What follows belongs to an exercise in optimizing a design on an open flow for small area, a short achievable clock period and few clock cycles per item; a production flow would make more cautious choices. In this exercise RTL edits were held to simulation tests only and were not proved equivalent to the original.

==> build 58 <==
==> flow/design.v (excerpt) <==
module bodega_tx (
    input  wire        clk,
    input  wire        rst,
    input  wire        req_valid,
    input  wire [31:0] req_word,
    output wire        req_ready,
    input  wire [11:0] rd_addr,
    output reg  [15:0] rd_data
);
export LEC_CHECK = 0
export CAP_MARGIN = 0
export CORE_MARGIN = 2
export CORE_UTILIZATION = 40
export SETUP_SLACK_MARGIN = 5
export SLEW_MARGIN = 0
create_clock -name core_clock -period 12.0 [get_ports {clk}]
standard.sh (not shown) runs the stock make flow with config.mk's settings and CLKGATE_MAP_FILE= SYNTH_SCRIPT=/design/flow/synth_recipe.tcl, a recipe that flattens the netlist after the stock synthesis.
==> flow/flow/run.sh <==
#!/bin/bash
# Own layout flow: the standard flow (standard.sh) with two changes,
#  - the port buffers are plain buf_2 cells (the default choice here is a
#    delay cell, clkdlybuf4s50_1, that timing repair cannot resize away),
#  - clock tree synthesis inserts no dummy loads.
# Synthesis is the standard one, run unchanged. Each step's full output
# goes to a log file in the work folder.
set -euo pipefail
bash standard.sh synth > flow_synth.log 2>&1
bash standard.sh \
  "BUFFER_PORTS_ARGS=-buffer_cell sky130_fd_sc_hd__buf_2" \
  "CTS_ARGS=-sink_clustering_enable -repair_clock_nets -dont_use_dummy_load -sink_clustering_size 20 -sink_clustering_max_diameter 60 -buf_list sky130_fd_sc_hd__clkbuf_8" \
  finish > flow_layout.log 2>&1
==> inputs of trial 72, as changes to build 58 <==
--- a/flow/flow/run.sh
+++ b/flow/flow/run.sh
@@ -9,5 +9,5 @@
 bash standard.sh synth > flow_synth.log 2>&1
 bash standard.sh \
   "BUFFER_PORTS_ARGS=-buffer_cell sky130_fd_sc_hd__buf_2" \
-  "CTS_ARGS=-sink_clustering_enable -repair_clock_nets -dont_use_dummy_load -sink_clustering_size 20 -sink_clustering_max_diameter 60 -buf_list sky130_fd_sc_hd__clkbuf_8" \
+  "CTS_ARGS=-sink_clustering_enable -repair_clock_nets -dont_use_dummy_load -sink_clustering_size 30 -sink_clustering_max_diameter 80" \
   finish > flow_layout.log 2>&1
PLACE_DENSITY = 0.75   (was unset)
==> impl_metrics.py <==
metrics = {
    "final_layout": {
        "postLayoutCoreUtil_pct": 44.6,
        "fin_area_sq_um": 24600,
    },
    "route": {
        "via_per_inst": 6.65,
    },
    "power_and_ir_drop": {
        "p_comb_share_pct": 34.1,
    },
    "run_status": {
        "status": "complete, no violations",
    },
    "placed_design": {
        "gp_congestion": 1.03,
    },
}
The numbers above come from build 58.

==> impl_metrics.py <==
metrics = {
    "final_layout": {
        "postLayoutCoreUtil_pct": 44.8,
        "fin_area_sq_um": 24700,
    },
    "run": {
        "maxCapViolations": 1,
    },
    "power_and_ir_drop": {
        "p_comb_share_pct": 33.5,
    },
    "timing": {
        "fmax_mhz": 142,
        "timing.final.max_slew_violations": 4,
    },
    "route": {
        "via_per_inst": 6.78,
    },
    "critical_path": {
        "startpoint_type": "input pin",
    },
    "synth": {
        "synth_area_leaders": "edfxtp_1, ha_1, a22oi_1, nand2_1, a21oi_1",
    },
    "run_status": {
        "violatedChecks": "capacitance limit, slew limit",
        "status": "failed layout checks",
    },
    "placed_design": {
        "gp_congestion": 1.10,
    },
}
The numbers above come from trial 72.

Testbench counts of build 58, summed over its fixed seeds: cycles 3,588, frames 918.
Testbench counts of trial 72, summed over its fixed seeds: cycles 3,588, frames 918.

* * *

==> inputs of build 79 <==
==> flow/design.v <==
module bodega_tx (
    input  wire        clk,
    input  wire        rst,
    input  wire        req_valid,
    input  wire [31:0] req_word,
    output wire        req_ready,
    input  wire [11:0] rd_addr,
    output reg  [15:0] rd_data
);
    localparam [3:0] OP_BIND = 4'h7, OP_QUERY = 4'h8, OP_TARGET = 4'h9,
                     OP_SETP = 4'hA, OP_SET = 4'hB;
    function [7:0] clamp8;
        input [15:0] x;
        reg       inc;
        reg [7:0] s;
        begin
            inc = x[3] & (~x[15] | (|x[2:0]));
            s   = x[11:4] + {7'd0, inc};
            if (x[15])
                clamp8 = (x[14:11] != 4'hF) ? 8'h80 : s;
            else
                clamp8 = ((x[14:11] != 4'h0) || s[7]) ? 8'h7F : s;
        end
    endfunction
    reg [6:0]  p0;
    reg [15:0] p [1:15];
    reg        tx_err, bad_op;
    reg [12:0] tx_ck;              
    reg        k_bq, k_tgt, k_set, k_dual, lenok;
    reg        s_lock;             
    reg        s_power, s_run, s_unitf;
    reg [1:0]  s_bsaver;
    reg [7:0]  s_c1, s_c2, s_c3, s_c4, s_c5, s_c6, s_c7, s_c8, s_c9,
               s_c10, s_c11, s_c12, s_c13, s_c14, s_c15;    
    assign req_ready = 1'b1;
    wire       accept = req_valid;
    wire [3:0] op     = req_word[31:28];
    wire       is_set = accept && op == OP_SET;
    wire       set_ok = is_set && p0[4:3] != 2'd3;
    wire       is_tgt = accept && op == OP_TARGET;
    wire       is_bq  = accept && (op == OP_BIND || op == OP_QUERY);
    wire       build  = set_ok || is_tgt || is_bq;
    wire        is_setp = accept && op == OP_SETP;
    wire [15:0] wdata   = rst ? 16'd0 : req_word[15:0];
    integer j;
    always @(posedge clk) begin
        if (rst || (is_setp && req_word[19:16] == 4'd0))
            p0 <= wdata[6:0];
        for (j = 1; j < 16; j = j + 1)
            if (rst || (is_setp && req_word[19:16] == j))
                p[j] <= wdata;
    end
    always @(posedge clk) begin
        if (rst) begin
            tx_err <= 1'b0;
            bad_op <= 1'b0;
            k_bq   <= 1'b0;
            k_tgt  <= 1'b0;
            k_set  <= 1'b0;
            lenok  <= 1'b0;
        end else if (accept) begin
            bad_op <= (op >= 4'hC);
            if (build) begin
                k_bq   <= is_bq;
                k_tgt  <= is_tgt;
                k_set  <= set_ok;
                lenok  <= 1'b1;
                tx_err <= 1'b0;
            end else if (is_set) begin
                lenok  <= 1'b0;
                tx_err <= 1'b1;
            end
        end
    end
    wire [7:0] cl1 = clamp8(p[1]),   cl2 = clamp8(p[2]),   cl3 = clamp8(p[3]),
               cl4 = clamp8(p[4]),   cl5 = p[5][7:0],      cl6 = clamp8(p[6]),
               cl7 = clamp8(p[7]),   cl8 = clamp8(p[8]),   cl9 = clamp8(p[9]),
               cl10 = clamp8(p[10]), cl11 = clamp8(p[11]), cl12 = clamp8(p[12]),
               cl13 = clamp8(p[13]), cl14 = clamp8(p[14]), cl15 = clamp8(p[15]);
    wire       op_tgt = op == OP_TARGET;
    wire       op_bq  = op == OP_BIND || op == OP_QUERY;
    wire       lock_d = op_tgt ? req_word[16] : op_bq ? op[3] : p0[0];
    wire [7:0] req_c  = clamp8(req_word[15:0]);
    reg  [11:0] sum_s;
    reg  [10:0] sum_d;
    wire [3:0]  idx = req_word[19:16];
    reg  [7:0]  old_c;
    always @(*) begin
        case (idx)
        4'd1:  old_c = cl1;
        4'd2:  old_c = cl2;
        4'd3:  old_c = cl3;
        4'd4:  old_c = cl4;
        4'd5:  old_c = cl5;
        4'd6:  old_c = cl6;
        4'd7:  old_c = cl7;
        4'd8:  old_c = cl8;
        4'd9:  old_c = cl9;
        4'd10: old_c = cl10;
        4'd11: old_c = cl11;
        4'd12: old_c = cl12;
        4'd13: old_c = cl13;
        4'd14: old_c = cl14;
        4'd15: old_c = cl15;
        default: old_c = 8'd0;
        endcase
    end
    wire [7:0]  new_c  = (idx == 4'd5) ? req_word[7:0] : req_c;
    wire        grp_d  = idx >= 4'd10;
    wire [11:0] sum_x  = grp_d ? {1'b0, sum_d} : sum_s;
    wire [11:0] sum_n  = sum_x + {4'd0, new_c} - {4'd0, old_c};
    always @(posedge clk) begin
        if (rst || (is_setp && idx != 4'd0 && !grp_d))
            sum_s <= rst ? 12'd0 : sum_n;
        if (rst || (is_setp && grp_d))
            sum_d <= rst ? 11'd0 : sum_n[10:0];
    end
    wire [12:0] set_ck = (p0[6] ? 13'h21A : 13'h20F) + p0[0] + p0[1] + p0[2] + p0[4:3] + p0[5]
                       + sum_s + (p0[6] ? sum_d : 11'd0);
    wire [12:0] tgt_ck = 13'h205 + {12'd0, req_word[16]} + {5'd0, req_c};
    wire [12:0] ck_next = op_tgt ? tgt_ck : op_bq ? {3'd0, op[3], {9{~op[3]}}} : set_ck;
    always @(posedge clk) begin
        if (rst || build)
            tx_ck <= rst ? 13'd0 : ck_next;
    end
    always @(posedge clk) begin
        if (is_tgt || is_bq || set_ok)
            s_lock <= lock_d;
        if (is_tgt || set_ok)
            s_c1 <= op_tgt ? req_c : cl1;
        if (set_ok) begin
            k_dual   <= p0[6];
            s_power  <= p0[1];
            s_run    <= p0[2];
            s_bsaver <= p0[4:3];
            s_unitf  <= p0[5];
            s_c2  <= cl2;
            s_c3  <= cl3;
            s_c4  <= cl4;
            s_c5  <= cl5;
            s_c6  <= cl6;
            s_c7  <= cl7;
            s_c8  <= cl8;
            s_c9  <= cl9;
            s_c10 <= cl10;
            s_c11 <= cl11;
            s_c12 <= cl12;
            s_c13 <= cl13;
            s_c14 <= cl14;
            s_c15 <= cl15;
        end
    end
    wire [15:0] ck = {3'd0, tx_ck};
    reg [4:0] len5;
    always @(*) begin
        if (!lenok)      len5 = 5'd0;
        else if (k_bq)   len5 = 5'd6;
        else if (k_tgt)  len5 = 5'd7;
        else if (k_dual) len5 = 5'd31;
        else             len5 = 5'd20;
    end
    wire [4:0] b = rd_addr[4:0];
    reg  [7:0] byte_at;
    always @(*) begin
        case (b)
        5'd0, 5'd1: byte_at = 8'hFE;
        5'd2:  byte_at = k_bq ? 8'h03 : k_tgt ? 8'h04 : k_dual ? 8'h1C : 8'h11;
        5'd3:  byte_at = k_set ? 8'h02 : k_tgt ? {6'd1, s_lock, ~s_lock} : {7'd0, s_lock};
        5'd4:  byte_at = k_bq ? ck[15:8] : k_tgt ? s_c1 : {7'd0, s_lock};
        5'd5:  byte_at = k_bq ? ck[7:0] : k_tgt ? ck[15:8] : {7'd0, s_power};
        5'd6:  byte_at = k_tgt ? ck[7:0] : {7'd0, s_run};
        5'd7:  byte_at = {6'd0, s_bsaver};
        5'd8:  byte_at = s_c1;
        5'd9:  byte_at = s_c2;
        5'd10: byte_at = s_c3;
        5'd11: byte_at = s_c4;
        5'd12: byte_at = s_c5;
        5'd13: byte_at = {7'd0, s_unitf};
        5'd14: byte_at = s_c6;
        5'd15: byte_at = s_c7;
        5'd16: byte_at = s_c8;
        5'd17: byte_at = s_c9;
        5'd18: byte_at = k_dual ? s_c10 : ck[15:8];
        5'd19: byte_at = k_dual ? 8'h00 : ck[7:0];
        5'd21: byte_at = s_c11;
        5'd22: byte_at = s_c12;
        5'd23: byte_at = s_c13;
        5'd24: byte_at = s_c14;
        5'd25: byte_at = s_c15;
        5'd29: byte_at = ck[15:8];
        5'd30: byte_at = ck[7:0];
        default: byte_at = 8'h00;
        endcase
    end
    always @(*) begin
        rd_data = 16'd0;
        if (rd_addr[11:9] == 3'b100) begin
            if (rd_addr[8:5] == 4'd0 && b < len5)
                rd_data = {8'd0, byte_at};
        end else if (rd_addr[11:4] == 8'h02) begin
            rd_data = (rd_addr[3:0] == 4'd0) ? {9'd0, p0} : p[rd_addr[3:0]];
        end else begin
            case (rd_addr)
            12'h000: rd_data = {6'd0, bad_op, tx_err, 1'b0, tx_err, 6'd0};
            12'h003: rd_data = {11'd0, len5};
            12'h005: rd_data = ck;
            default: rd_data = 16'd0;
            endcase
        end
    end
endmodule
==> flow/flow/run.sh <==
#!/bin/bash
# Own layout flow: the standard flow (standard.sh) with two changes,
#  - the port buffers are plain buf_2 cells (the default choice here is a
#    delay cell, clkdlybuf4s50_1, that timing repair cannot resize away),
#  - clock tree synthesis inserts no dummy loads.
# Synthesis is the standard one, run unchanged. Each step's full output
# goes to a log file in the work folder.
set -euo pipefail
bash standard.sh synth > flow_synth.log 2>&1
bash standard.sh \
  "BUFFER_PORTS_ARGS=-buffer_cell sky130_fd_sc_hd__buf_2" \
  "CTS_ARGS=-sink_clustering_enable -repair_clock_nets -dont_use_dummy_load -sink_clustering_size 30 -sink_clustering_max_diameter 80" \
  finish > flow_layout.log 2>&1
==> flow/standard.sh <==
#!/bin/bash
# synth_recipe.tcl (not shown) runs the flow's synth.tcl, then flattens the netlist and writes it again
# the make line also repeats each setting of config.mk as NAME=value (left out here)
make -C /OpenROAD-flow-scripts/flow DESIGN_CONFIG=/design/flow/config.mk WORK_HOME=/design/flow/orfs CLKGATE_MAP_FILE= SYNTH_SCRIPT=/design/flow/synth_recipe.tcl "${@:-finish}"
==> flow/config.mk <==
export PLATFORM = sky130hd
export DESIGN_NAME = bodega_tx
export DESIGN_NICKNAME = bodega_tx
export VERILOG_FILES = /design/flow/design.v
export SDC_FILE = /design/flow/constraint.sdc
export NUM_CORES = 4
export LEC_CHECK = 0
export ABC_AREA = 1
export CAP_MARGIN = 20
export CORE_MARGIN = 2
export CORE_UTILIZATION = 40
export SETUP_SLACK_MARGIN = 5
export SLEW_MARGIN = 20
==> flow/constraint.sdc <==
create_clock -name core_clock -period 12.0 [get_ports {clk}]
set_input_delay 2.4000 -clock core_clock [delete_from_list [all_inputs] [get_ports {clk}]]
set_output_delay 2.4000 -clock core_clock [all_outputs]
set_load 0.01 [all_outputs]
==> inputs of trial 21, as changes to build 79 <==
==> flow/run.sh (new file) <==
#!/bin/bash
# synth_recipe.tcl (not shown) runs the flow's synth.tcl, then flattens the netlist and writes it again
# the make line also repeats each setting of config.mk as NAME=value (left out here)
make -C /OpenROAD-flow-scripts/flow DESIGN_CONFIG=/design/flow/config.mk WORK_HOME=/design/flow/orfs CLKGATE_MAP_FILE= SYNTH_SCRIPT=/design/flow/synth_recipe.tcl finish
Settings changed: ABC_AREA 1 to not set, ABC_CLOCK_PERIOD_IN_PS set to 7000.
removed: flow/flow/run.sh
removed: flow/standard.sh
==> inputs of build 67, as changes to build 79 <==
==> flow/run.sh (new file) <==
#!/bin/bash
# synth_recipe.tcl (not shown) runs the flow's synth.tcl, then flattens the netlist and writes it again
# the make line also repeats each setting of config.mk as NAME=value (left out here)
make -C /OpenROAD-flow-scripts/flow DESIGN_CONFIG=/design/flow/config.mk WORK_HOME=/design/flow/orfs CLKGATE_MAP_FILE= SYNTH_SCRIPT=/design/flow/synth_recipe.tcl finish
Settings changed: ABC_AREA 1 to not set.
removed: flow/flow/run.sh
removed: flow/standard.sh
==> results.cfg <==
[worst_setup_path]
ff2ff_path_depth = 25
cp-endpoint = rd_data[10]

[synthesis]
synth_sequential_area_ratio = 0.516
muxShareOfSynthArea = 0
avgSynthCellArea_sq_um = 8.33

[grt]
first_global_vias = 19900

[run_status]
run_status = timing/DRC/antenna clean

[final_layout]
proportion_of_layout_cells_with_a_drive_suffix_above_1 = 0.0788
layout.cells.most_common_list = nand2_1 (932), edfxtp_1 (410), inv_1 (332)

[sta]
holdWs_ns = 0.495

[clocking]
clock_tree.htree_level_count = 1
(the above is from build 79)
==> results.cfg <==
[clocking]
clock_tree.htree_level_count = 2

[grt]
first_global_vias = 17300

[worst_setup_path]
ff2ff_path_depth = 20

[synthesis]
avgSynthCellArea_sq_um = 11.7
muxShareOfSynthArea = 0.0106
synth_sequential_area_ratio = 0.555

[run_status]
run_status = timing/DRC/antenna clean

[final_layout]
layout.cells.most_common_list = edfxtp_1 (410), nand2_1 (147), nor2_1 (120)
proportion_of_layout_cells_with_a_drive_suffix_above_1 = 0.155
(the above is from trial 21)
==> results.cfg <==
[synthesis]
muxShareOfSynthArea = 0.0106
synth_sequential_area_ratio = 0.555
avgSynthCellArea_sq_um = 11.7

[worst_setup_path]
ff2ff_path_depth = 20
cp-endpoint = rd_data[7]

[grt]
first_global_vias = 17300

[clocking]
clock_tree.htree_level_count = 2

[final_layout]
layout.cells.most_common_list = edfxtp_1 (410), nand2_1 (147), nor2_1 (120)

[run_status]
run_status = timing/DRC/antenna clean
(the above is from build 67)
Testbench counts of build 79, summed over its fixed seeds: cycles 3,588, frames 918.
Testbench counts of trial 21, summed over its fixed seeds: cycles 3,588, frames 918.
Testbench counts of build 67, summed over its fixed seeds: cycles 3,588, frames 918.

==> re-timing with driven ports <==
How much do the figures lean on ideal ports? The routed layouts below were timed once more, with nothing changed but the port constraints.
Step 1 (the two cells are an assumption about what drives the block):
set clk [get_ports {clk}]
set_driving_cell -lib_cell sky130_fd_sc_hd__clkbuf_16 $clk
set_driving_cell -lib_cell sky130_fd_sc_hd__buf_2 [delete_from_list [all_inputs] $clk]
Step 2 adds t to the input delays and takes it off the output delays; t is the mean of the earliest and latest rising clock arrival at the registers after step 1. Input paths then give back, and output paths get back, about the clock's delay inside the block.
Slacks: ideal / step 1 / step 2; pairs: ideal / step 1.
run | shift t [ns] | setup WS [ns] | worst setup path at the end
build 58 | 0.664 | 4.936 / 4.714 / 4.455 | input to register
trial 72 | 0.623 | 4.964 / 4.797 / 4.528 | input to register
build 79 | 0.641 | 4.999 / 4.977 / 4.977 | input to output
trial 21 | 0.659 | 4.779 / 4.738 / 4.657 | input to register
build 67 | 0.659 | 4.779 / 4.738 / 4.657 | input to register
The setup slack of build 58, which loses most, moves by -0.222 ns with the drivers and by -0.481 ns with both steps.
